Context: an optimization exercise on an open-source flow, tuned for small area and few clock cycles. The choices shown serve that exercise and are no tape-out recipe. The RTL was checked by simulation tests, not by an equivalence proof against the original design. Power figures rest on the tool's default switching activity, not on a simulated workload.

<file path="config.mk">
export PLATFORM = sky130hd
export DESIGN_NAME = framer_tx
export DESIGN_NICKNAME = framer_tx
export VERILOG_FILES = /design/flow/design.v
export SDC_FILE = /design/flow/constraint.sdc
export NUM_CORES = 4
export LEC_CHECK = 0
export CAP_MARGIN = 20
export CORE_MARGIN = 2
export CORE_UTILIZATION = 40
export SLEW_MARGIN = 20
</file>
<file path="constraint.sdc">
create_clock -name core_clock -period 5.0 [get_ports {clk}]
set_input_delay 1.0000 -clock core_clock [delete_from_list [all_inputs] [get_ports {clk}]]
set_output_delay 1.0000 -clock core_clock [all_outputs]
set_load 0.01 [all_outputs]
</file>
<file path="design.v">
module framer_tx (
    input  wire        clk,
    input  wire        rst,
    input  wire        seq_reset,
    input  wire        cmd_valid,
    output wire        cmd_ready,
    input  wire [2:0]  cmd_version,
    input  wire        cmd_packet_type,
    input  wire        cmd_sec_hdr_flag,
    input  wire [15:0] cmd_apid,
    input  wire [1:0]  cmd_seq_flags,
    input  wire [47:0] cmd_timing_info,
    input  wire [7:0]  cmd_segment_number,
    input  wire [7:0]  cmd_function_code,
    input  wire [15:0] cmd_address_code,
    input  wire [16:0] cmd_payload_len,
    input  wire        cmd_include_sync,
    input  wire        pl_valid,
    output wire        pl_ready,
    input  wire [7:0]  pl_byte,
    output reg         out_valid,
    input  wire        out_ready,
    output reg  [7:0]  out_byte,
    output reg         out_last,
    output reg         err_valid
);
    localparam [2:0] S_IDLE  = 3'd0;
    localparam [2:0] S_MARK0 = 3'd1;
    localparam [2:0] S_MARK1 = 3'd2;
    localparam [2:0] S_HDR   = 3'd3;
    localparam [2:0] S_PAY   = 3'd4;
    localparam [2:0] S_CRC   = 3'd5;
    localparam [16:0] MAX_PAYLOAD = 17'd65521;
    reg [2:0]   state;
    reg [13:0]  seq_cnt;
    reg [127:0] hdr;         
    reg [16:0]  pay_left;    
    reg [3:0]   idx;         
    reg [31:0]  crc;
    wire can_load = !out_valid || out_ready;
    assign cmd_ready = (state == S_IDLE);
    assign pl_ready  = (state == S_PAY) && can_load;
    wire accept  = cmd_valid && cmd_ready;
    wire too_big = (cmd_payload_len > MAX_PAYLOAD);
    wire [15:0]  data_length = cmd_payload_len[15:0] + 16'd13;
    wire [127:0] hdr_in = {cmd_version, cmd_packet_type, cmd_sec_hdr_flag, cmd_apid[10:0],
                           cmd_seq_flags, seq_cnt,
                           data_length,
                           cmd_timing_info,
                           cmd_segment_number,
                           cmd_function_code,
                           cmd_address_code};
    wire [7:0] hdr_byte = hdr[127 - {idx, 3'b000} -: 8];
    wire [7:0] crc_din = (state == S_HDR) ? hdr_byte : pl_byte;
    reg [31:0] crc_next;
    integer i;
    always @* begin
        crc_next = crc ^ {24'd0, crc_din};
        for (i = 0; i < 8; i = i + 1) begin
            if (crc_next[0])
                crc_next = (crc_next >> 1) ^ 32'hEDB88320;
            else
                crc_next = crc_next >> 1;
        end
    end
    wire [31:0] crc_final = ~crc;
    wire [7:0]  crc_byte  = crc_final[31 - {idx[1:0], 3'b000} -: 8];
    always @(posedge clk) begin
        if (rst) begin
            state     <= S_IDLE;
            seq_cnt   <= 14'd0;
            out_valid <= 1'b0;
            out_last  <= 1'b0;
            err_valid <= 1'b0;
        end else begin
            err_valid <= 1'b0;
            if (can_load) begin
                out_valid <= 1'b0;
                out_last  <= 1'b0;
            end
            if (seq_reset)
                seq_cnt <= 14'd0;
            case (state)
                S_IDLE: begin
                    if (accept) begin
                        if (too_big) begin
                            err_valid <= 1'b1;
                        end else begin
                            hdr      <= hdr_in;
                            pay_left <= cmd_payload_len;
                            idx      <= 4'd0;
                            crc      <= 32'hFFFFFFFF;
                            if (!seq_reset)
                                seq_cnt <= seq_cnt + 14'd1;
                            state    <= cmd_include_sync ? S_MARK0 : S_HDR;
                        end
                    end
                end
                S_MARK0: begin
                    if (can_load) begin
                        out_valid <= 1'b1;
                        out_byte  <= 8'h55;
                        state     <= S_MARK1;
                    end
                end
                S_MARK1: begin
                    if (can_load) begin
                        out_valid <= 1'b1;
                        out_byte  <= 8'hAA;
                        state     <= S_HDR;
                    end
                end
                S_HDR: begin
                    if (can_load) begin
                        out_valid <= 1'b1;
                        out_byte  <= hdr_byte;
                        crc       <= crc_next;
                        idx       <= idx + 4'd1;
                        if (idx == 4'd15) begin
                            idx   <= 4'd0;
                            state <= (pay_left == 17'd0) ? S_CRC : S_PAY;
                        end
                    end
                end
                S_PAY: begin
                    if (can_load && pl_valid) begin
                        out_valid <= 1'b1;
                        out_byte  <= pl_byte;
                        crc       <= crc_next;
                        pay_left  <= pay_left - 17'd1;
                        if (pay_left == 17'd1)
                            state <= S_CRC;
                    end
                end
                S_CRC: begin
                    if (can_load) begin
                        out_valid <= 1'b1;
                        out_byte  <= crc_byte;
                        idx       <= idx + 4'd1;
                        if (idx == 4'd3) begin
                            out_last <= 1'b1;
                            state    <= S_IDLE;
                        end
                    end
                end
                default: state <= S_IDLE;
            endcase
        end
    end
endmodule
</file>
<file path="run.sh">
#!/bin/bash
# synth_recipe.tcl (not shown) runs the flow's synth.tcl, then flattens the netlist and writes it again
# the make line also repeats each setting of config.mk as NAME=value (left out here)
make -C /OpenROAD-flow-scripts/flow DESIGN_CONFIG=/design/flow/config.mk WORK_HOME=/design/flow/orfs CLKGATE_MAP_FILE= SYNTH_SCRIPT=/design/flow/synth_recipe.tcl finish
</file>
==> metrics.md <==
| Metric | Value |
|---|---|
| Final min period | approximately 4.4 ns |
| Critical Path RT | about 5.3 ns |
| Combined area of the multi-input logic cells | roughly 4300 um2 |
| Post-route DRC | 0 |
| Max-cap violation count | 0 |
| Total area of sequential cells | slightly above 6000 um2 |
| Diodes inserted | 0 |
| Final non-filler cell area | roughly 13000 um2 |
| Async set-reset flop share out of synthesis | 0 |
| Row count | just under 60 |
| CTS buffer count | 24 |
| Port Buffers | about 140 |
| Result of the run | no timing/DRC/antenna violations |
| Unrepaired setup endpoints after global routing | false |
| Routed wire per std cell | 20.4 um |
| Length of the first detailed-routing pass in iterations | 4 |
| Post-layout net count | ~1100 |
| Global-route wire length before repair | 41800 um |
| Vias in the first global route | 7264 |
| Net count after synthesis | 984 |
| Cell count after placement | approximately 1300 |
| Cell taking the most area after synthesis | sky130_fd_sc_hd__edfxtp_1 |
| Post-synthesis sequential area ratio | 0.571 |
| Post-route ant nets | 0 |
| Worst clock skew | 0.00824 ns |
| Power Dens Cells | 525 nW/um2 |
| CTS H-Tree Depth | 1 |
| Top-count cell post-synth | sky130_fd_sc_hd__edfxtp_1 |
| Maximum VDD drop | ~0.27 mV |
| Sw Pwr | roughly 2400 uW |
| Number of antenna violations at the first check in global routing | 0 |
| # fillers | between 2000 and 2500 |
| Number of standard cells after synthesis | around 840 |
| Number of standard cells in the layout, taps in and fillers out | approximately 1300 |
| Final Routed Wirelength | ~27000 um |
| Worst min-delay path class | reg -> reg |
| Share of final-layout standard cells stronger than drive strength 1 | 0.120 |
| Latest clock arrival within the worst-skew pair | 0.52 ns |
| Clock root buffer | sky130_fd_sc_hd__clkbuf_16 |
| Buffers from clock root to sink, at most | 3 |
| Starting utilization of the core area | 0.408 |
| Die boundary height | about 170 um |
| Count of distinct cell types in the synthesized netlist | slightly below 80 |
| Count of flip-flops with a built-in enable after synthesis | ~190 |
| Share of power burned in the clock network | 0.285 |
| Fraction of synthesized cell area taken by the top area cell type | 0.534 |
| Post-synth design cell area | between 10000 and 15000 um2 |
| Largest net degree at the start of global routing | between 40 and 50 |
| Post-cts repair resize count | 0 |
| Drt first-iter violations | 520 |
| Kind of launch point of the worst setup path | flip-flop |
| Clock tree from TritonCTS | built |
| Global Route Usage Sum | 0.193 |
| Normalized max-slew margin | 0.360 |
| Internal cell power | roughly 4600 uW |
| Switching portion of total power | 0.339 |
| Setup TNS after final layout | 0 ns |
| Combinational share of power | 0.386 |
| Upper clock frequency limit | between 200 and 250 MHz |
| Grt ovf | 0 |
| Sort of element at the end of the critical path | flip-flop |
| Top post-synthesis cells by area | sky130_fd_sc_hd__edfxtp_1, sky130_fd_sc_hd__dfxtp_1, sky130_fd_sc_hd__xnor2_1, sky130_fd_sc_hd__mux4_2, sky130_fd_sc_hd__nand2_1 |
| HPWL after DPL | between 15000 and 20000 um |
| Final Slew Violations | 0 |
| Count of endpoints failing hold in the final timing report | 0 |
| Leak Pwr | ~0.0045 uW |
| Weighted congestion at the end of routability-driven global placement | roughly 0.86 |
| Post-CTS setup buffer count | 0 |
| Setup-failing EPs final | 0 |
| Signed area change from the synthesized netlist to the final layout | 25.5% |
| CTS Hold Bufs | 0 |
| Register bit total from synthesis | about 210 |
| Top_reg_cell synth | sky130_fd_sc_hd__edfxtp_1 |
| Sequential share of power | 0.329 |
| Worst-Margin Slew | about 0.96 ns |
| Path type of the worst setup path | reg -> reg |
| Via count | 7195 |
| Worst EP arrival | between 4 and 5 ns |
| Sinks on Clock Net | between 200 and 250 |
| Mean area per synthesized cell | ~13 um2 |
| Top fanout value on the critical path | 23 |
| Die Footprint | about 28000 um2 |
| Floorplan core area | ~26000 um2 |
| Synth cell count leaders | sky130_fd_sc_hd__edfxtp_1, sky130_fd_sc_hd__nand2_1, sky130_fd_sc_hd__nor2_1, sky130_fd_sc_hd__xnor2_1, sky130_fd_sc_hd__xor2_1 |
| Period Utilization, post-route | 0.879 |
| Boundary Pins | between 100 and 150 |
| Synthesis warning total | 1 |
| Routed vias/inst | between 5 and 6 |
| Clock slew at reported path FFs | approximately 0.060 ns |
| Placed standard-cell area | 12500 um2 |
| Horizontal die dimension | approximately 170 um |
area by class of cell:
class                   count  share of cell area
well taps                 335              0.0314
multi-input cells         578               0.323
clock inverters            18              0.0201
repair buffers            160               0.120
flip-flops and latches    209               0.455
inverters                  11             0.00309
clock buffers              26              0.0471
critical path: stages (launching register included):
cell	delay [ns]
sky130_fd_sc_hd__edfxtp_1	0.60
sky130_fd_sc_hd__inv_1	0.09
sky130_fd_sc_hd__ha_2	0.72
sky130_fd_sc_hd__buf_4	0.42
sky130_fd_sc_hd__mux2i_1	0.32
sky130_fd_sc_hd__nand3_1	0.12
sky130_fd_sc_hd__nand3_1	0.22
sky130_fd_sc_hd__nor3_1	0.07
sky130_fd_sc_hd__or3b_1	0.58
sky130_fd_sc_hd__xor2_4	0.35
sky130_fd_sc_hd__xor2_2	0.36
sky130_fd_sc_hd__xor2_1	0.20
sky130_fd_sc_hd__nand2_1	0.07
final timing paths:
check	startpoint	to	slack, ns	cells past startpoint
max	idx[1]	crc[29]	0.61	12
min	seq_cnt[13]	hdr[109]	0.45	0
max reg2reg	idx[1]	crc[29]	0.61	12
min reg2reg	seq_cnt[13]	hdr[109]	0.45	0
cells by family after synthesis:
| family | count (synthesis) | share of synthesized area |
|---|---|---|
| AOI/OAI and AO/OA | 138 | 0.0922 |
| xor gates and xnor gates | 99 | 0.105 |
| adders and majority gates | 7 | 0.00823 |
| buffers and inverters | 55 | 0.0251 |
| DFF | 209 | 0.571 |
| muxes | 57 | 0.0739 |
| and+or+nand+nor | 277 | 0.124 |
sequential cells by signal, summed over array words and instances, names as in the netlist, named ones only:
register,flops
pay_left,17
err_valid,1
idx,4
state,3
out_byte,8
crc,32
hdr,128
out_valid,1
seq_cnt,14
layer usage:
layer | up-vias | part of all wire | track usage
met3 | 39 | 0.052 | 0.0302
met4 | 0 | 0.025 | 0.0521
met5 | - | 0 | 0
met1 | 3504 | 0.47 | 0.277
met2 | 225 | 0.46 | 0.307
li1 | 3427 | - | -
power by group through the flow:
stage	Clock [uW]	Combinational (uW)	Sequential, uW
after floorplan	0	1980	2280
after global placement	0	2680	2330
after detailed placement	0	2690	2340
after CTS	2040	2710	2300
after global routing	2100	2910	2320
final	2000	2700	2300
placed cells by master, fill, tap and decap left out, drive strengths merged, types with 11 or more instances in the layout:
| cell | instances |
|---|---|
| buf | 18 |
| xnor2 | 50 |
| dfxtp | 20 |
| clkbuf | 26 |
| a21oi | 33 |
| o22ai | 16 |
| xor2 | 40 |
| nor3 | 12 |
| clkdlybuf4s50 | 142 |
| mux2 | 16 |
| nor2b | 13 |
| mux4 | 15 |
| nor2 | 75 |
| nand3 | 26 |
| mux2i | 26 |
| and3 | 11 |
| inv | 11 |
| nand2 | 86 |
| edfxtp | 189 |
| o21ai | 24 |
metrics by stage:
stage | hold slack [ns] | setup slack (ns) | power, uW | util
2_1_floorplan | 0.428 | 0.646 | 4260 | -
3_3_place_gp | 0.438 | 0.646 | 5010 | 0.478
3_5_place_dp | 0.437 | 0.604 | 5030 | 0.478
4_1_cts | 0.452 | 0.597 | 7050 | 0.512
5_1_grt | 0.481 | 0.292 | 7340 | 0.512
6_report | 0.453 | 0.607 | 7010 | 0.512
Testbench counts, summed over its fixed seeds: cycles 39,706.

-- afterwards: timing with drivers on the ports --
No port has a modelled driver above. Below, the same layout with a new extraction and two added sets of constraints. Step 1 (the two cells are an assumption about what drives the block):
set clk [get_ports {clk}]
set_driving_cell -lib_cell sky130_fd_sc_hd__clkbuf_16 $clk
set_driving_cell -lib_cell sky130_fd_sc_hd__buf_2 [delete_from_list [all_inputs] $clk]
Step 2 times the ports against the registers' clock, not the clock port: input delays grow and output delays shrink by t, the midpoint of the rising clock arrivals with the driver on. Three values: no drivers, after step 1, after step 2; two values: the first two.
shift t [ns]: 0.566
setup slack, ns: 0.607 / 0.607 / 0.607
worst slew at a driven data input, ns: 0.07
cell pins on the clock port's net: 1
After both steps setup and hold are still met in this run. For this run, drivers alone change the setup slack by 0.000 ns; drivers and shift together by 0.000 ns.
